Background: an optimization exercise with open tools, aiming at small area, a short achievable clock period and few clock cycles per item. Do not read the settings as production practice.
Function was checked by simulation only, so behaviour that the tests miss may differ from the original.
Power figures rest on the tool's default switching activity, not on a simulated workload.

**design/flow/design.v**
```verilog
module blink_quantizer (
    input  wire        clk,
    input  wire        rst,
    input  wire        req_valid,
    output wire        req_ready,
    input  wire [63:0] req_on_ms,
    input  wire [63:0] req_off_ms,
    output wire        resp_valid,
    output wire [1:0]  resp_path,
    output wire [6:0]  resp_num_steps,
    output wire [7:0]  resp_on_code,
    output wire [63:0] resp_on_ms,
    output wire [63:0] resp_off_ms
);
    reg         v0, hi0;
    reg  [63:0] xr, yr;
    reg         w_busy;
    wire        w_busy_nx;
    reg         stall;
    wire        go;
    wire        hi_in  = |req_on_ms[63:15] | |req_off_ms[63:15];
    wire        v0_nx  = ~rst & (stall ? v0 & ~go : req_valid);
    wire        hi0_nx = stall ? hi0 : hi_in;
    assign req_ready = ~stall;
    always @(posedge clk) begin
        v0    <= v0_nx;
        stall <= v0_nx & hi0_nx & w_busy_nx;
        if (~stall) begin
            hi0 <= hi_in;
            xr  <= req_on_ms;
            yr  <= req_off_ms;
        end
    end
    wire on_z  = ~|xr;
    wire off_z = ~|yr;
    wire p1    = off_z & ~on_z;                  
    wire p2    = on_z & ~off_z;                  
    wire gen   = ~(p1 | p2);
    wire [15:0] xn, yn, xt, yt;
    genvar g;
    generate
        for (g = 0; g < 16; g = g + 1) begin : NB
            assign xn[g] = |xr[4*g+3:4*g];
            assign yn[g] = |yr[4*g+3:4*g];
            assign xt[g] = |xn[15:g];
            assign yt[g] = |yn[15:g];
        end
    endgenerate
    wire x_big = |(xn[15:2] & ~yt[13:0]);
    wire y_big = |(yn[15:2] & ~xt[13:0]);
    wire mid   = hi0 & gen & ~x_big & ~y_big;    
    wire needw = hi0 & (mid | ~gen);             
    assign go  = v0 & ~(stall & needw);          
    wire w_ld  = go & hi0 & ~stall;              
    wire [64:0] xy    = {1'b0, xr} + {1'b0, yr};
    wire [15:0] d_lo  = {1'b0, xr[14:0]} - {1'b0, yr[14:0]};
    wire        q_lo  = ~d_lo[15];
    reg  [15:0] s_in, r_in;
    reg         q_in;
    always @(*) begin
        if (on_z & off_z) begin
            s_in = 16'd1000;   q_in = 1'b1;   r_in = 16'd0;
        end else if (hi0 & gen) begin
            s_in = 16'h8000;   q_in = x_big;  r_in = x_big ? 16'h7ffe : 16'd2;
        end else begin
            s_in = xy[15:0];
            q_in = q_lo;
            r_in = q_lo ? d_lo : {xr[14:0], 1'b0};
        end
    end
    localparam [3:0] HOLD_OUT = 4'd9;     
    reg         w_div, w_p1, w_p2;
    reg  [3:0]  w_cnt;
    reg  [65:0] w_r;                      
    reg  [64:0] w_s;
    reg  [7:0]  w_q;                      
    reg         og1a, og1b, og2a, og2b;   
    wire [65:0] w_op = {1'b0, w_s} ^ {{33{w_q[0]}}, {33{~w_r[65]}}};
    wire [65:0] w_t  = {w_r[64:0], 1'b0} + w_op + {65'd0, w_q[0]};
    wire        w_it = ~w_cnt[3];         
    assign w_busy_nx = ~rst & ((w_ld & (mid | ~gen)) |
                               (w_busy & ~(w_div ? (w_cnt == 4'd7) : (w_cnt == HOLD_OUT))));
    wire hold_out_nx = w_busy & ~w_div & (w_cnt == HOLD_OUT - 4'd1);
    always @(posedge clk) begin
        w_busy <= w_busy_nx;
        og1a   <= ~rst & hold_out_nx & w_p1;
        og1b   <= ~rst & hold_out_nx & ~w_p2;
        og2a   <= ~rst & hold_out_nx & w_p2;
        og2b   <= ~rst & hold_out_nx & ~w_p1;
        if (w_ld) begin
            w_div <= gen;
            w_p1  <= p1;
            w_p2  <= ~p1;
            w_cnt <= 4'd0;
            w_r   <= {2'b00, xr};
            w_s   <= xy;
            w_q   <= 8'd1;
        end else begin
            w_cnt <= w_cnt + 4'd1;
            w_r   <= w_t;                 
            if (w_it)
                w_q <= {w_q[6:0], ~w_t[65]};
        end
    end
    generate
        for (g = 0; g <= 7; g = g + 1) begin : P
            wire        v_c;
            wire [1:0]  pa_c;
            wire [15:0] s_c, r_c;
            wire [7:0]  q_c;
            reg         v_r;
            reg  [1:0]  pa_r;
            reg  [15:0] s_r, r_r;
            reg  [7:0]  q_r;
            if (g == 0) begin : A
                assign v_c  = go;
                assign pa_c = mid ? 2'd0 : {~p1, ~p2};
                assign s_c  = s_in;
                assign r_c  = r_in;
                assign q_c  = {7'd0, q_in};
            end else begin : R
                wire [16:0] t  = {P[g-1].r_r, 1'b0} - {1'b0, P[g-1].s_r};
                wire        qb = ~t[16];
                assign v_c  = P[g-1].v_r;
                assign pa_c = P[g-1].pa_r;
                assign s_c  = P[g-1].s_r;
                assign r_c  = qb ? t[15:0] : {P[g-1].r_r[14:0], 1'b0};
                assign q_c  = {P[g-1].q_r[6:0], qb};
            end
            always @(posedge clk) begin
                if (rst) v_r <= 1'b0;
                else     v_r <= v_c;
                pa_r <= pa_c;
                s_r  <= s_c;
                r_r  <= r_c;
                q_r  <= q_c;
            end
        end
    endgenerate
    reg  [7:0]  m_c;
    wire [15:0] s7  = P[6].s_r;
    wire [15:0] s_m = s7 - 16'd129;
    always @(*) begin
        if (s7 <= 16'd256)        m_c = 8'd3;
        else if (s7 > 16'd16256)  m_c = 8'd128;
        else                      m_c = {1'b0, s_m[13:7]} + 8'd3;
    end
    reg  [7:0]  m8;
    always @(posedge clk) m8 <= m_c;
    wire [1:0]  pa8 = P[7].pa_r;
    wire [7:0]  q8  = P[7].q_r;
    reg         mv;
    reg  [1:0]  mpa;
    reg  [7:0]  mm, mq;                   
    reg  [11:0] pl, pu;
    always @(posedge clk) begin
        if (rst) mv <= 1'b0;
        else     mv <= P[7].v_r;
        mpa <= pa8;
        {mm, mq} <= (pa8[0] ^ pa8[1]) ? {1'b0, P[7].s_r[14:0]} : {m8, q8};
        pl  <= m8 * q8[3:0];
        pu  <= m8 * q8[7:4];
    end
    wire        mgen = &mpa;
    wire        mph  = ~|mpa;
    wire [15:0] prod = {4'd0, pl} + {pu, 4'd0};
    wire [16:0] offx = {1'b0, mm, 8'd0} + {1'b0, ~{4'd0, pl}} + {1'b0, ~{pu, 4'd0}} + 17'd3;
    wire [8:0]  wq_n = 9'd256 - {1'b0, w_q};
    reg         ov;
    reg  [1:0]  opa;
    reg  [6:0]  ost;
    reg  [7:0]  oq;
    reg  [14:0] oon, ooff;
    always @(posedge clk) begin
        if (rst) ov <= 1'b0;
        else     ov <= mv;
        if (mph) begin
            opa  <= 2'd3;
            ost  <= 7'd126;
            oq   <= w_q;
            oon  <= {1'b0, w_q, 6'd0};
            ooff <= {wq_n, 6'd0};
        end else begin
            opa  <= mpa;
            ost  <= mgen ? mm[6:0] - 7'd2 : 7'd0;
            oq   <= mgen ? mq : 8'd0;
            oon  <= mgen ? prod[15:1] : (mpa == 2'd1 ? {mm[6:0], mq} : 15'd0);
            ooff <= mgen ? offx[15:1] : (mpa == 2'd2 ? {mm[6:0], mq} : 15'd0);
        end
    end
    assign resp_valid     = ov;
    assign resp_path      = opa;
    assign resp_num_steps = ost;
    assign resp_on_code   = oq;
    assign resp_on_ms     = {w_s[63:39] & {25{og1b}}, w_s[38:15] & {24{og1a}}, oon};
    assign resp_off_ms    = {w_s[63:39] & {25{og2b}}, w_s[38:15] & {24{og2a}}, ooff};
endmodule
```
**design/flow/flow/run.sh**
```bash
#!/bin/bash
# Layout flow: the standard flow (standard synthesis, floorplan, placement,
# CTS, routing, finish) at the design's clock period and constraints, with
# two changes to how the layout is made:
#  - the resizer's setup repair after CTS and after global routing is asked
#    to leave extra slack (SETUP_SLACK_MARGIN), so that the critical paths
#    come out faster than the 12 ns constraint requires;
#  - every input and output port still gets its own buffer, but the port
#    buffers start as the smallest buffer cell (the repair upsizes the ones
#    on critical paths).
# The make output of the whole run goes to layout.log in this folder; ORFS
# keeps each tool's own log under orfs/logs/.
set -euo pipefail
MARGIN=${MARGIN:-8.15}
bash standard.sh SETUP_SLACK_MARGIN="$MARGIN" \
    "BUFFER_PORTS_ARGS=-buffer_cell sky130_fd_sc_hd__buf_1" finish > layout.log 2>&1
test -f out/final.def
```
**design/flow/standard.sh**
```bash
#!/bin/bash
# synth_recipe.tcl (not shown) runs the flow's synth.tcl, then flattens the netlist and writes it again
# the make line also repeats each setting of config.mk as NAME=value (left out here)
make -C /OpenROAD-flow-scripts/flow DESIGN_CONFIG=/design/flow/config.mk WORK_HOME=/design/flow/orfs CLKGATE_MAP_FILE= SYNTH_SCRIPT=/design/flow/synth_recipe.tcl "${@:-finish}"
```
**design/flow/config.mk**
```make
export PLATFORM = sky130hd
export DESIGN_NAME = blink_quantizer
export DESIGN_NICKNAME = blink_quantizer
export VERILOG_FILES = /design/flow/design.v
export SDC_FILE = /design/flow/constraint.sdc
export NUM_CORES = 4
export LEC_CHECK = 0
export CAP_MARGIN = 20
export CORE_MARGIN = 2
export CORE_UTILIZATION = 40
export CTS_CLUSTER_DIAMETER = 100
export CTS_CLUSTER_SIZE = 20
export SLEW_MARGIN = 20
```
**design/flow/constraint.sdc**
```tcl
create_clock -name core_clock -period 12.0 [get_ports {clk}]
set_input_delay 2.4000 -clock core_clock [delete_from_list [all_inputs] [get_ports {clk}]]
set_output_delay 2.4000 -clock core_clock [all_outputs]
set_load 0.01 [all_outputs]
```
==> results of run 1 <==
## layout make-up
type                       instances  area share
timing repair buffer             351     0.04580
tap                             1186     0.03569
multi-input combinational       2681      0.4894
sequential                       679      0.3747
inverter                         283     0.02582
clock buffer                      57     0.02714
clock inverter                     7    0.001444
## power breakdown
group	leakage [nW]	internal, mW	switching, mW	total, mW
sequential	5.90	2.66	0.165	2.82
clock	0.581	0.666	0.784	1.45
combinational	10.6	1.51	2.09	3.60
total	17.1	4.84	3.04	7.87
## metal layers
| layer | global-route usage | up-vias |
|---|---|---|
| li1 | - | 13720 |
| met1 | 0.2453 | 13050 |
| met2 | 0.3416 | 534 |
| met3 | 0.01913 | 115 |
| met4 | 0.05581 | 0 |
| met5 | 0 | - |
## flip-flops by register name, summed over array words and instances, names as in the netlist, 11 cells and up
signal  cells
pl         11
oon        15
pu         12
P.q_r      36
P.r_r     112
P.s_r     127
P.pa_r     16
xr         64
ooff       15
w_s        65
w_r        66
yr         64
## kinds of logic (layout without fill, tap and decap cells)
family	after synthesis	after routing	synth area share
AND/OR/NAND/NOR	1001	1002	0.1401
AO/OA/AOI/OAI	854	854	0.1482
flip-flops	679	679	0.4214
buffers and inverters	397	698	0.04118
adder cells (fa/ha/maj)	357	357	0.1287
XOR/XNOR	323	323	0.07785
multiplexers	145	145	0.04257
## cells in the mapped netlist, drive strengths merged (107+ instances only)
master | number | share of area
nor2 | 225 | 0.023
xnor2 | 216 | 0.052
o21ai | 179 | 0.025
dfxtp | 483 | 0.26
a21o | 122 | 0.025
nand2 | 196 | 0.020
ha | 319 | 0.11
and2 | 158 | 0.027
a21oi | 293 | 0.041
edfxtp | 196 | 0.16
xor2 | 107 | 0.026
inv | 283 | 0.029
## repair_timing
item,4_1_cts,5_1_grt
endpoints found under the hold margin,0,0
setup endpoints to repair,248,204
gates resized for setup,71,104
buffers inserted,30,25
pin swaps,6,26
cloned,0,3
## worst paths after layout
path	slack [ns]	startpoint	end	depth (start not counted)
max	8.17	og2a	resp_off_ms[22]	3
min reg2reg	0.32	P[4].q_r[3]	P[5].q_r[4]	0
max reg2reg	8.24	yr[16]	w_s[48]	12
min	0.32	P[4].q_r[3]	P[5].q_r[4]	0
==> results.sh, run 1 <==
export IMPL_power_density_mw_per_mm2=189.3
export IMPL_die_area_mm2=0.09474
export IMPL_routedLengthMet1_mm=41.98
export IMPL_dr_wl_met3_mm=3.299
export IMPL_crit_family="flip-flops"
export IMPL_die_w_um=307.8
export IMPL_cts_buffers=41
export IMPL_finalCritPeriodShare=0.3193
export IMPL_hp_class="register to register"
export IMPL_synth_top_flop_cell="dfxtp_1"
export IMPL_wl_met2_mm=45.65
export IMPL_drc=0
export IMPL_worstPathRequired_ns=9.60
export IMPL_worst_path_buf_inv=2
export IMPL_yosysWarnings=1
export IMPL_fin_skew_ns=0.03183
export IMPL_syn_cell_area_mm2=0.03692
export IMPL_setup_violations=0
export IMPL_grt_antenna_before_repair=0
export IMPL_drv_cap=0
export IMPL_period_needed_ns=3.831
export IMPL_worstPathCellList="buf_12 -> and2_1 -> buf_2"
export IMPL_worst_slew_pin_slew_ns=0.9302
export IMPL_slowest_delay_ns=0.37
export IMPL_root_buffer="clkbuf_16"
export IMPL_syn_avg_cell_area_um2=9.829
export IMPL_top_layer="met4"
export IMPL_antenna_left=0
export IMPL_maxSlewHeadroom=0.3741
export IMPL_layout_common_cells="dfxtp_1, ha_1, a21oi_1"
export IMPL_fin_util=0.4543
export IMPL_htreeDepth=2
export IMPL_drt_iter0_drc=1395
export IMPL_clock_latency_ns=0.61
export IMPL_synth_fp_nets=4244
export IMPL_setup_ws_ns=8.169
export IMPL_rows=111
export IMPL_slew_violations=0
export IMPL_core_area_mm2=0.09152
export IMPL_wl_mm=93.48
export IMPL_syn_inst=3756
export IMPL_mostFrequentLayoutCell="dfxtp_1"
export IMPL_cts_tree="done"
export IMPL_critPathSlowestCell="dfxtp_4"
export IMPL_dp_cells=5122
export IMPL_layoutNonFillerInstCount=5244
export IMPL_ys_seq_elements=679
export IMPL_worst_ep_arrival_time_ns=1.43
export IMPL_hold_viol_final=0
export IMPL_p_leak_nw=17.12
export IMPL_ios=278
export IMPL_synth_distinct_cells=92
export IMPL_max_clock_freq_mhz=261.0
export IMPL_yosysSeqAreaShare=0.4214
export IMPL_vias=27420
export IMPL_fp_dieH_um=307.8
export IMPL_multiInputGateArea_mm2=0.02035
export IMPL_diodes=0
export IMPL_clockBufferDepth=3
export IMPL_cts_clk_slew_worst_paths_ns=0.09
export IMPL_fillers=8745
export IMPL_initial_core_util=0.4034
export IMPL_port_buffers=277
export IMPL_ir_drop_mv=0.1136
export IMPL_design_power_total_mw=7.873
export IMPL_grt_ovfl_total=0
export IMPL_path_class="register to output port"
export IMPL_async_flop_share=0
export IMPL_synth_edff_count=196
export IMPL_areaGrowthSynthToFinish_pct=12.64
export IMPL_worstSetupEndpointType="output port"
export IMPL_drt_first_pass_iters=5
export IMPL_groute_usage_overall=0.1919
export IMPL_critPathMaxFanout=12
export IMPL_grt_max_degree=67
export IMPL_grt_pass1_wl_mm=145.3
export IMPL_hold_buffers=0
export IMPL_nNetsFinal=4525
export IMPL_wire_per_inst_um=17.83
export IMPL_via_per_inst=5.229
export IMPL_hpwl_mm=71.71
export IMPL_post_place_ws_ns=7.353
export IMPL_hold_worst_slack_ns=0.3173
export IMPL_area_sequential_mm2=0.01558
export IMPL_finalInstanceArea_mm2=0.04158
export IMPL_grt_pass1_vias=26970
export IMPL_numClockSinks=679
export IMPL_globalplace_congestion=0.9022
export IMPL_grt_setup_unrepaired="yes"
export IMPL_outcome="no timing/DRC/antenna violations"
export IMPL_place_area_mm2=0.03915
export IMPL_fin_tns_setup_ns=0
export IMPL_final_layout_size_suffix_gt1_frac=0.09956
export IMPL_start_kind="register"
Testbench counts, summed over its fixed seeds: cycles 3,396, items 3,200.
==> inputs of run 2 (changes only) <==
--- a/design/flow/design.v
+++ b/design/flow/design.v
@@ -32,9 +32,4 @@
         end
     end
-    wire on_z  = ~|xr;
-    wire off_z = ~|yr;
-    wire p1    = off_z & ~on_z;                  
-    wire p2    = on_z & ~off_z;                  
-    wire gen   = ~(p1 | p2);
     wire [15:0] xn, yn, xt, yt;
     genvar g;
@@ -47,4 +42,9 @@
         end
     endgenerate
+    wire on_z  = ~xt[0];
+    wire off_z = ~yt[0];
+    wire p1    = off_z & ~on_z;                  
+    wire p2    = on_z & ~off_z;                  
+    wire gen   = ~(p1 | p2);
     wire x_big = |(xn[15:2] & ~yt[13:0]);
     wire y_big = |(yn[15:2] & ~xt[13:0]);
@@ -153,5 +153,6 @@
     reg  [1:0]  mpa;
     reg  [7:0]  mm, mq;                   
-    reg  [11:0] pl, pu;
+    reg  [14:0] mon;                      
+    wire [15:0] prod = m8 * q8;
     always @(posedge clk) begin
         if (rst) mv <= 1'b0;
@@ -159,11 +160,9 @@
         mpa <= pa8;
         {mm, mq} <= (pa8[0] ^ pa8[1]) ? {1'b0, P[7].s_r[14:0]} : {m8, q8};
-        pl  <= m8 * q8[3:0];
-        pu  <= m8 * q8[7:4];
+        mon <= prod[15:1];
     end
     wire        mgen = &mpa;
     wire        mph  = ~|mpa;
-    wire [15:0] prod = {4'd0, pl} + {pu, 4'd0};
-    wire [16:0] offx = {1'b0, mm, 8'd0} + {1'b0, ~{4'd0, pl}} + {1'b0, ~{pu, 4'd0}} + 17'd3;
+    wire [14:0] moff = {mm, 7'd0} - mon;
     wire [8:0]  wq_n = 9'd256 - {1'b0, w_q};
     reg         ov;
@@ -185,6 +184,6 @@
             ost  <= mgen ? mm[6:0] - 7'd2 : 7'd0;
             oq   <= mgen ? mq : 8'd0;
-            oon  <= mgen ? prod[15:1] : (mpa == 2'd1 ? {mm[6:0], mq} : 15'd0);
-            ooff <= mgen ? offx[15:1] : (mpa == 2'd2 ? {mm[6:0], mq} : 15'd0);
+            oon  <= mgen ? mon : (mpa == 2'd1 ? {mm[6:0], mq} : 15'd0);
+            ooff <= mgen ? moff : (mpa == 2'd2 ? {mm[6:0], mq} : 15'd0);
         end
     end
==> run 2 against run 1 <==
  * Still clean on timing, DRC and antenna
  * Power shrank 3.0%
  * Core utilization increased by 1.2 points
  * Flip-flop and latch count down 8
  * Synthesized cell count is 0.37% lower
  * Non-clock buffer count rose by 22
  * Die area fell by 0.87%
  * Sequential share of layout area decreased by 0.71 points
  * Sequential power fell by 2%
  * Hold slack better by 0.0086 ns
  * Global-route usage is 0.23 points higher
  * Final cell count about the same
  * Largest power group unchanged
==> results.sh, run 2 <==
export IMPL_p_comb_frac=0.453
export IMPL_multiInputGateArea_mm2=0.02056
export IMPL_design_power_total_mw=7.635
export IMPL_largest_reg_flops=127
export IMPL_outcome="no timing/DRC/antenna violations"
export IMPL_grt_setup_unrepaired="yes"
export IMPL_worstPathRequired_ns=12.51
export IMPL_worstSetupEndpointType="register"
export IMPL_wl_mm=95.02
export IMPL_yosysTopAreaCellShare=0.2599
export IMPL_layout_common_cells="dfxtp_1, ha_1, inv_1"
export IMPL_rows=110
export IMPL_period_needed_ns=4.055
export IMPL_fin_tns_setup_ns=0
export IMPL_fp_dieH_um=306.5
export IMPL_setup_violations=0
export IMPL_r2r_end="mon[12]"
export IMPL_synth_top_flop_cell="dfxtp_1"
export IMPL_antenna_left=0
export IMPL_power_density_mw_per_mm2=181.5
export IMPL_synth_fp_nets=4219
export IMPL_drt_first_pass_iters=5
export IMPL_p_sw_frac=0.3846
export IMPL_reg2reg_depth=17
export IMPL_ys_seq_elements=671
export IMPL_numClockSinks=671
export IMPL_maxSlewHeadroom=0.4351
export IMPL_hold_buffers=0
export IMPL_slew_violations=0
export IMPL_htreeDepth=2
export IMPL_yosysSeqAreaShare=0.4207
export IMPL_grt_pass1_vias=26950
export IMPL_groute_usage_overall=0.1942
export IMPL_drt_iter0_drc=1712
export IMPL_hpwl_mm=71.20
export IMPL_drv_cap=0
export IMPL_syn_avg_cell_area_um2=9.779
export IMPL_synth_top_area_cell="dfxtp_1"
export IMPL_grt_pass1_wl_mm=146.2
export IMPL_cts_buffers=40
export IMPL_nNetsFinal=4519
export IMPL_areaGrowthSynthToFinish_pct=14.95
export IMPL_mostFrequentLayoutCell="dfxtp_1"
export IMPL_max_clock_freq_mhz=246.6
export IMPL_start_kind="register"
export IMPL_die_w_um=306.5
export IMPL_synthTopCellsByArea="dfxtp_1, edfxtp_1, ha_1"
export IMPL_fin_skew_ns=0.03857
export IMPL_clockBufferDepth=3
export IMPL_yosysWarnings=1
export IMPL_internal_power_mw=4.698
export IMPL_vias=27790
export IMPL_final_layout_size_suffix_gt1_frac=0.1238
export IMPL_grt_ovfl_total=0
export IMPL_synth_distinct_cells=83
export IMPL_critPathMaxFanout=7
export IMPL_async_flop_share=0
export IMPL_power_switching_mw=2.937
export IMPL_synthTopCellsByCount="dfxtp_1, ha_1, inv_1"
export IMPL_hold_viol_final=0
export IMPL_p_leak_nw=16.90
export IMPL_crit_path_end="mon[12]"
export IMPL_worst_slew_pin_slew_ns=0.8385
export IMPL_synth_edff_count=196
export IMPL_reg2reg_slack_ns=7.94
export IMPL_regMostFlops="P.s_r"
export IMPL_ios=278
export IMPL_drc=0
export IMPL_cts_tree="done"
export IMPL_synth_most_common_cell="dfxtp_1"
export IMPL_die_area_mm2=0.09391
export IMPL_ir_drop_mv=0.1208
export IMPL_fillers=8559
export IMPL_cp_startpoint="m8[4]"
export IMPL_via_per_inst=5.303
export IMPL_grt_max_degree=70
export IMPL_initial_core_util=0.4053
export IMPL_root_buffer="clkbuf_16"
export IMPL_path_class="register to register"
export IMPL_hp_class="register to register"
export IMPL_grt_antenna_before_repair=3
export IMPL_reg_top3="P.s_r (127), P.r_r (112), w_r (66)"
export IMPL_r2r_start="m8[4]"
export IMPL_finalCritPeriodShare=0.3379
export IMPL_seq_power_share=0.363
export IMPL_wire_per_inst_um=18.13
export IMPL_clock_latency_ns=0.60
export IMPL_port_buffers=277
export IMPL_globalplace_congestion=0.8881
export IMPL_core_area_mm2=0.09029
export IMPL_pwr_share_clk=0.184
export IMPL_syn_cell_area_mm2=0.03659
export IMPL_area_sequential_mm2=0.01546
export IMPL_syn_inst=3742
export IMPL_worst_ep_arrival_time_ns=4.56
export IMPL_cts_clk_slew_worst_paths_ns=0.08
run 2: changes by cell type in the layout (fill, tap and decap cells not counted), sizes merged, moves of 12 or more:
cell and change:
nor2b -15, mux2i -12, a21o -32, o21a +21
nor3 +19, nand3 +19, a21oi -45, ha -18
clkbuf +13, nand2 +16
run 2: worst min path at each step:
| stage | start | endpoint | slack [ns] | depth (start not counted) |
|---|---|---|---|---|
| detailed placement | P[0].q_r | P[1].q_r[1] | 0.31 | 0 |
| global route | P[6].q_r[5] | P[7].q_r[6] | 0.33 | 0 |
| global placement | P[1].pa_r[1] | P[2].pa_r[1] | 0.31 | 0 |
| CTS | P[6].q_r[1] | P[7].q_r[2] | 0.33 | 0 |
| finish | P[1].q_r[0] | P[2].q_r[1] | 0.33 | 0 |
| floorplan | P[6].q_r[4] | P[7].q_r[5] | 0.31 | 0 |
run 2: cells by family (layout without fill, tap and decap cells):
logic type | count (synthesis) | after routing | share of synthesized area
compound gates | 806 | 806 | 0.1401
xor+xnor | 321 | 321 | 0.07806
fa+ha+maj | 346 | 346 | 0.1275
buf+inv | 395 | 715 | 0.04141
flops | 671 | 671 | 0.4207
mux | 138 | 138 | 0.04264
other cells | 0 | 3 | 0
simple gates | 1065 | 1065 | 0.1496
run 2: power groups by stage:
stage / registers (mW) / clock network [mW] / logic [mW]
floorplan: 2.77 / 0 / 2.53
global placement: 2.84 / 0 / 3.24
detailed placement: 2.84 / 0 / 3.24
CTS: 2.77 / 1.45 / 3.34
global route: 2.79 / 1.53 / 3.84
finish: 2.77 / 1.40 / 3.46
run 2: critical path, cell delays in order (launching register included):
cell and delay, ns:
dfxtp_4 0.40, nand2_2 0.07, fa_1 0.51, fa_1 0.52
inv_1 0.05, fa_1 0.47, inv_1 0.05, fa_1 0.48
inv_2 0.05, ha_4 0.21, a21boi_4 0.14, o21ai_2 0.13
nand2_2 0.08, a21o_1 0.19, a21oi_2 0.17, a2bb2oi_2 0.20
nor2b_4 0.17, xnor2_1 0.11
run 2: area by class of cell:
cell class                 count  share of cell area
antenna                        3           0.0001785
clock buffer                  57             0.02606
clock inverter                 5            0.001309
inverter                     280             0.02514
multi-input combinational   2676              0.4888
sequential                   671              0.3677
tap                         1176             0.03498
timing repair buffer         373             0.05583
run 2: per-stage QoR:
step / utilization / cells / setup slack (ns) / area [um^2] / hold WS [ns]
CTS: 0.4549 / 5202 / 7.970 / 41080 / 0.3270
detailed placement: 0.4307 / 5092 / 6.778 / 38890 / 0.3121
global route: 0.4658 / 5238 / 7.813 / 42050 / 0.3295
finish: 0.4659 / 5241 / 7.945 / 42060 / 0.3259
global placement: 0.4304 / 5092 / 6.796 / 38860 / 0.3096
floorplan: - / 3742 / 7.758 / 36720 / 0.3089
run 2: layer usage:
metal / track usage / wire (um) / up-vias / part of all wire
met1: 0.2538 / 41650 / 13150 / 0.44
met3: 0.02378 / 5015 / 152 / 0.053
met4: 0.06737 / 3277 / 2 / 0.034
met2: 0.3311 / 45060 / 759 / 0.47
li1: - / - / 13730 / -
met5: 0 / 13 / - / 0.00014
run 2: what timing repair did:
action | 4_1_cts | 5_1_grt
setup buffers | 44 | 33
resized for setup | 126 | 176
gates cloned | 4 | 3
pin swaps | 29 | 32
endpoints found under the setup margin | 225 | 200
Testbench counts of run 2, summed over its fixed seeds: cycles 3,396, items 3,200.
==> inputs of run 3 (changes only) <==
--- a/design/flow/design.v
+++ b/design/flow/design.v
@@ -32,4 +32,9 @@
         end
     end
+    wire on_z  = ~|xr;
+    wire off_z = ~|yr;
+    wire p1    = off_z & ~on_z;                  
+    wire p2    = on_z & ~off_z;                  
+    wire gen   = ~(p1 | p2);
     wire [15:0] xn, yn, xt, yt;
     genvar g;
@@ -42,9 +47,4 @@
         end
     endgenerate
-    wire on_z  = ~xt[0];
-    wire off_z = ~yt[0];
-    wire p1    = off_z & ~on_z;                  
-    wire p2    = on_z & ~off_z;                  
-    wire gen   = ~(p1 | p2);
     wire x_big = |(xn[15:2] & ~yt[13:0]);
     wire y_big = |(yn[15:2] & ~xt[13:0]);
@@ -69,5 +69,5 @@
         end
     end
-    localparam [3:0] HOLD_OUT = 4'd9;     
+    localparam [3:0] HOLD_OUT = 4'd8;     
     reg         w_div, w_p1, w_p2;
     reg  [3:0]  w_cnt;
@@ -78,7 +78,7 @@
     wire [65:0] w_op = {1'b0, w_s} ^ {{33{w_q[0]}}, {33{~w_r[65]}}};
     wire [65:0] w_t  = {w_r[64:0], 1'b0} + w_op + {65'd0, w_q[0]};
-    wire        w_it = ~w_cnt[3];         
+    wire        w_it = (w_cnt < 4'd7);    
     assign w_busy_nx = ~rst & ((w_ld & (mid | ~gen)) |
-                               (w_busy & ~(w_div ? (w_cnt == 4'd7) : (w_cnt == HOLD_OUT))));
+                               (w_busy & ~(w_div ? (w_cnt == 4'd6) : (w_cnt == HOLD_OUT))));
     wire hold_out_nx = w_busy & ~w_div & (w_cnt == HOLD_OUT - 4'd1);
     always @(posedge clk) begin
@@ -139,31 +139,30 @@
     endgenerate
     reg  [7:0]  m_c;
-    wire [15:0] s7  = P[6].s_r;
-    wire [15:0] s_m = s7 - 16'd129;
+    wire [15:0] s5  = P[5].s_r;
+    wire [15:0] s_m = s5 - 16'd129;
     always @(*) begin
-        if (s7 <= 16'd256)        m_c = 8'd3;
-        else if (s7 > 16'd16256)  m_c = 8'd128;
+        if (s5 <= 16'd256)        m_c = 8'd3;
+        else if (s5 > 16'd16256)  m_c = 8'd128;
         else                      m_c = {1'b0, s_m[13:7]} + 8'd3;
     end
-    reg  [7:0]  m8;
-    always @(posedge clk) m8 <= m_c;
-    wire [1:0]  pa8 = P[7].pa_r;
-    wire [7:0]  q8  = P[7].q_r;
-    reg         mv;
-    reg  [1:0]  mpa;
-    reg  [7:0]  mm, mq;                   
-    reg  [14:0] mon;                      
-    wire [15:0] prod = m8 * q8;
+    reg  [7:0]  m6, m7;
+    reg  [13:0] pp7;                      
     always @(posedge clk) begin
-        if (rst) mv <= 1'b0;
-        else     mv <= P[7].v_r;
-        mpa <= pa8;
-        {mm, mq} <= (pa8[0] ^ pa8[1]) ? {1'b0, P[7].s_r[14:0]} : {m8, q8};
-        mon <= prod[15:1];
+        m6  <= m_c;
+        m7  <= m6;
+        pp7 <= m6 * P[6].q_r[6:0];
     end
-    wire        mgen = &mpa;
-    wire        mph  = ~|mpa;
-    wire [14:0] moff = {mm, 7'd0} - mon;
-    wire [8:0]  wq_n = 9'd256 - {1'b0, w_q};
+    wire [1:0]  pa8  = P[7].pa_r;
+    wire [7:0]  q8   = P[7].q_r;
+    wire        ogen = &pa8;
+    wire        oph  = ~|pa8;
+    wire [6:0]  mh   = q8[0] ? m7[7:1] : 7'd0;
+    wire [14:0] a_on = {1'b0, pp7} + {8'd0, mh};
+    wire [14:0] a_of = {m7, 7'd0} - {1'b0, pp7} - {8'd0, mh};
+    wire [14:0] v8   = P[7].s_r[14:0];
+    wire        wq0  = ~w_t[65];
+    wire [7:0]  wq   = {w_q[6:0], wq0};
+    wire [7:0]  wn1  = {1'b0, ~w_q[6:0]} + 8'd1;
+    wire [8:0]  wq_n = wq0 ? {1'b0, ~w_q[6:0], 1'b1} : {wn1, 1'b0};
     reg         ov;
     reg  [1:0]  opa;
@@ -173,17 +172,17 @@
     always @(posedge clk) begin
         if (rst) ov <= 1'b0;
-        else     ov <= mv;
-        if (mph) begin
+        else     ov <= P[7].v_r;
+        if (oph) begin
             opa  <= 2'd3;
             ost  <= 7'd126;
-            oq   <= w_q;
-            oon  <= {1'b0, w_q, 6'd0};
+            oq   <= wq;
+            oon  <= {1'b0, wq, 6'd0};
             ooff <= {wq_n, 6'd0};
         end else begin
-            opa  <= mpa;
-            ost  <= mgen ? mm[6:0] - 7'd2 : 7'd0;
-            oq   <= mgen ? mq : 8'd0;
-            oon  <= mgen ? mon : (mpa == 2'd1 ? {mm[6:0], mq} : 15'd0);
-            ooff <= mgen ? moff : (mpa == 2'd2 ? {mm[6:0], mq} : 15'd0);
+            opa  <= pa8;
+            ost  <= ogen ? m7[6:0] - 7'd2 : 7'd0;
+            oq   <= ogen ? q8 : 8'd0;
+            oon  <= ogen ? a_on : (pa8 == 2'd1 ? v8 : 15'd0);
+            ooff <= ogen ? a_of : (pa8 == 2'd2 ? v8 : 15'd0);
         end
     end
==> run 3 against run 2 <==
  * Final cell count is 2.8% higher
  * Non-clock buffer count is 51 higher
  * Hold slack worse by 0.010 ns
  * Global-route usage is 0.82 points higher
  * First-iteration DRC count is 17% higher
  * Largest power group unchanged
  * Area after synthesis is 0.14% higher
  * Still clean on timing, DRC and antenna
  * Critical endpoint is now pp7[13]
  * Register-to-register slack worse by 0.03 ns
  * Core utilization is 0.34 points higher
  * Final area is 1.8% higher
  * Synthesized cell count is 2.3% higher
  * Wire length is 4.1% higher
==> results.sh, run 3 <==
export IMPL_syn_inst=3828
export IMPL_synth_top_area_cell="dfxtp_1"
export IMPL_ys_seq_elements=658
export IMPL_fin_skew_ns=0.04870
export IMPL_diodes=0
export IMPL_antenna_left=0
export IMPL_regMostFlops="P.s_r"
export IMPL_synth_distinct_cells=91
export IMPL_synth_most_common_cell="dfxtp_1"
export IMPL_critPathSlowestCell="fa_1"
export IMPL_setup_violations=0
export IMPL_hold_viol_final=0
export IMPL_grt_setup_unrepaired="yes"
export IMPL_maxSlewHeadroom=0.2787
export IMPL_grt_pass1_vias=27380
export IMPL_cpMostUsedCell="fa_1"
export IMPL_groute_usage_overall=0.2025
export IMPL_slowest_delay_ns=0.55
export IMPL_clock_latency_ns=0.62
export IMPL_reg_top3="P.s_r (127), P.r_r (112), w_r (66)"
export IMPL_cts_clk_slew_worst_paths_ns=0.09
export IMPL_die_area_mm2=0.09405
export IMPL_synth_compound_area_frac=0.1539
export IMPL_async_flop_share=0
export IMPL_path_class="register to register"
export IMPL_mostFrequentLayoutCell="dfxtp_1"
export IMPL_synth_xor_area_share=0.07147
export IMPL_reg2reg_slack_ns=7.92
export IMPL_synthTopCellsByArea="dfxtp_1, edfxtp_1, ha_1"
export IMPL_initial_core_util=0.4016
export IMPL_rows=111
export IMPL_worstSetupEndpointType="register"
export IMPL_layout_common_cells="dfxtp_1, inv_1, ha_1"
export IMPL_port_buffers=277
export IMPL_numClockSinks=658
export IMPL_drt_iter0_drc=2001
export IMPL_wl_met2_mm=46.57
export IMPL_drv_cap=0
export IMPL_yosysTopAreaCellShare=0.2524
export IMPL_p_leak_nw=17.57
export IMPL_fp_dieH_um=306.7
export IMPL_critPathMaxFanout=4
export IMPL_worst_ep_arrival_time_ns=4.56
export IMPL_drt_first_pass_iters=5
export IMPL_start_kind="register"
export IMPL_cts_buffers=40
export IMPL_root_buffer="clkbuf_16"
export IMPL_fin_tns_setup_ns=0
export IMPL_layoutNonFillerInstCount=5388
export IMPL_routedLengthMet1_mm=44.93
export IMPL_synth_fa_ha_area_frac=0.1309
export IMPL_ir_drop_mv=0.1208
export IMPL_hp_class="register to register"
export IMPL_die_w_um=306.7
export IMPL_dr_wl_met3_mm=5.014
export IMPL_final_layout_size_suffix_gt1_frac=0.1423
export IMPL_clockBufferDepth=3
export IMPL_top_layer="met5"
export IMPL_cts_tree="done"
export IMPL_worstPathCellList="and2_4 -> fa_1 -> inv_2 -> fa_1 -> fa_1 -> inv_1 -> fa_1 -> ha_4 -> a21oi_4 -> o21bai_1 -> a21oi_2 -> nor2b_1 -> o21a_1 -> o41a_1 -> xnor2_1"
export IMPL_synthTopCellsByCount="dfxtp_1, ha_1, inv_1"
export IMPL_period_needed_ns=4.082
export IMPL_syn_cell_area_mm2=0.03664
export IMPL_yosys_area_share_simple=0.1513
export IMPL_core_area_mm2=0.09125
export IMPL_grt_ovfl_total=0
export IMPL_drc=0
export IMPL_grt_antenna_before_repair=2
export IMPL_vias=28570
export IMPL_wire_per_inst_um=18.37
export IMPL_areaGrowthSynthToFinish_pct=16.85
export IMPL_synth_top_family_by_area="compound AO/OA/AOI/OAI gates"
export IMPL_slew_violations=0
export IMPL_via_per_inst=5.303
export IMPL_worst_slew_pin_slew_ns=1.082
export IMPL_worstPathRequired_ns=12.48
export IMPL_synth_top_flop_cell="dfxtp_1"
export IMPL_nNetsFinal=4672
export IMPL_synth_fp_nets=4319
export IMPL_yosys_mux_area_fraction=0.03486
export IMPL_ios=278
export IMPL_globalplace_congestion=0.8940
export IMPL_largest_reg_flops=127
export IMPL_power_density_mw_per_mm2=193.3
export IMPL_yosysSeqAreaShare=0.4130
export IMPL_wl_mm=98.95
export IMPL_grt_max_degree=79
export IMPL_htreeDepth=2
export IMPL_max_clock_freq_mhz=245.0
export IMPL_synth_edff_count=196
export IMPL_finalCritPeriodShare=0.3401
export IMPL_syn_avg_cell_area_um2=9.573
export IMPL_hpwl_mm=73.26
export IMPL_grt_pass1_wl_mm=152.0
export IMPL_yosysWarnings=1
export IMPL_outcome="no timing/DRC/antenna violations"
export IMPL_dp_cells=5196
==> run 3: cell types whose count changed after synthesis, moves of 12 or more <==
cell	delta
nand2_1	+39
o211ai_1	+17
inv_1	+33
a211oi_1	+12
nand2b_1	-12
mux2_4	-14
a21oi_1	+22
xor2_1	-15
clkbuf_1	-16
nor2b_1	-16
ha_1	+20
dfxtp_1	-13
==> run 3: final timing paths <==
check	start	to	cells after the start
max	m6[4]	pp7[13]	15
min	P[4].q_r[0]	P[5].q_r[1]	0
max reg2reg	m6[4]	pp7[13]	15
min reg2reg	P[4].q_r[0]	P[5].q_r[1]	0
==> run 3: through the flow <==
stage | power [mW] | setup WS, ns | area, um^2 | utilization | hold WS (ns)
floorplan | 5.410 | 7.764 | 36770 | - | 0.3095
global placement | 6.171 | 6.727 | 38940 | 0.4268 | 0.3102
detailed placement | 6.171 | 7.037 | 38950 | 0.4269 | 0.3121
CTS | 7.914 | 7.902 | 41550 | 0.4553 | 0.3093
global route | 8.804 | 7.728 | 42820 | 0.4693 | 0.3203
finish | 8.277 | 7.918 | 42820 | 0.4693 | 0.3159
==> run 3: kinds of logic after synthesis <==
family                     count (synthesis)
adders and majority gates                360
AOI/OAI and AO/OA                        878
muxes                                    117
DFF                                      658
xor gates and xnor gates                 299
and+or+nand+nor                         1089
buffers and inverters                    427
==> run 3: power by group <==
group | internal, mW | switching, mW | leakage, nW | total [mW]
clock | 0.657 | 0.769 | 0.571 | 1.43
combinational | 1.78 | 2.31 | 11.3 | 4.09
sequential | 2.58 | 0.177 | 5.74 | 2.76
total | 5.02 | 3.26 | 17.6 | 8.28
==> run 3: final cells by class <==
class | count | area (um^2)
Fill cell | 8621 | 48430
Inverter | 314 | 1187
Clock inverter | 7 | 66.31
Clock buffer | 56 | 1114
Tap cell | 1186 | 1484
Multi-Input combinational cell | 2743 | 21000
Sequential cell | 658 | 15200
Timing Repair Buffer | 424 | 2760
==> run 3: what timing repair did <==
item                                    4_1_cts  5_1_grt
pin swaps                                    46       82
gates cloned                                  4        2
resized for setup                           188      212
hold buffers                                  0        0
endpoints found under the setup margin      223      165
setup buffers                                79       44
==> run 3: metal layers <==
layer	vias up	track usage
met5	-	0
met2	712	0.3398
met1	13520	0.2750
li1	14230	-
met4	2	0.05187
met3	111	0.02646
==> run 3: worst max-delay path: cells and delay by family (launching register included) <==
| kind | cells | cell delay, ns |
|---|---|---|
| AOI/OAI and AO/OA | 5 | 0.88 |
| adders and majority gates | 5 | 2.27 |
| and+or+nand+nor | 2 | 0.22 |
| xor gates and xnor gates | 1 | 0.12 |
| DFF | 1 | 0.36 |
| buffers and inverters | 2 | 0.10 |
Testbench counts of run 3, summed over its fixed seeds: cycles 3,370, items 3,200.

-- re-timing with driven ports --
In the flow no input, the clock included, has a driving cell. The finished layouts below were timed again as built, in two steps.
Step 1 sets driving cells, clkbuf_16 on the clock port and buf_2 on the other inputs (assumed; they add their load-dependent delay and slew).
Step 2 times the ports against the registers' clock, not the clock port: input delays grow and output delays shrink by t, the midpoint of the rising clock arrivals with the driver on.
a / b / c = no drivers / after step 1 / after step 2; a / b = the first two.
run	shift t [ns]	setup WS [ns]	slew at the worst register clock pin (ns)
run 1	0.658	8.169 / 8.102 / 7.744	0.10 / 0.10
run 2	0.651	7.945 / 7.945 / 7.500	0.10 / 0.10
run 3	0.661	7.918 / 7.918 / 7.473	0.10 / 0.10
After both steps setup and hold are still met in every run listed.
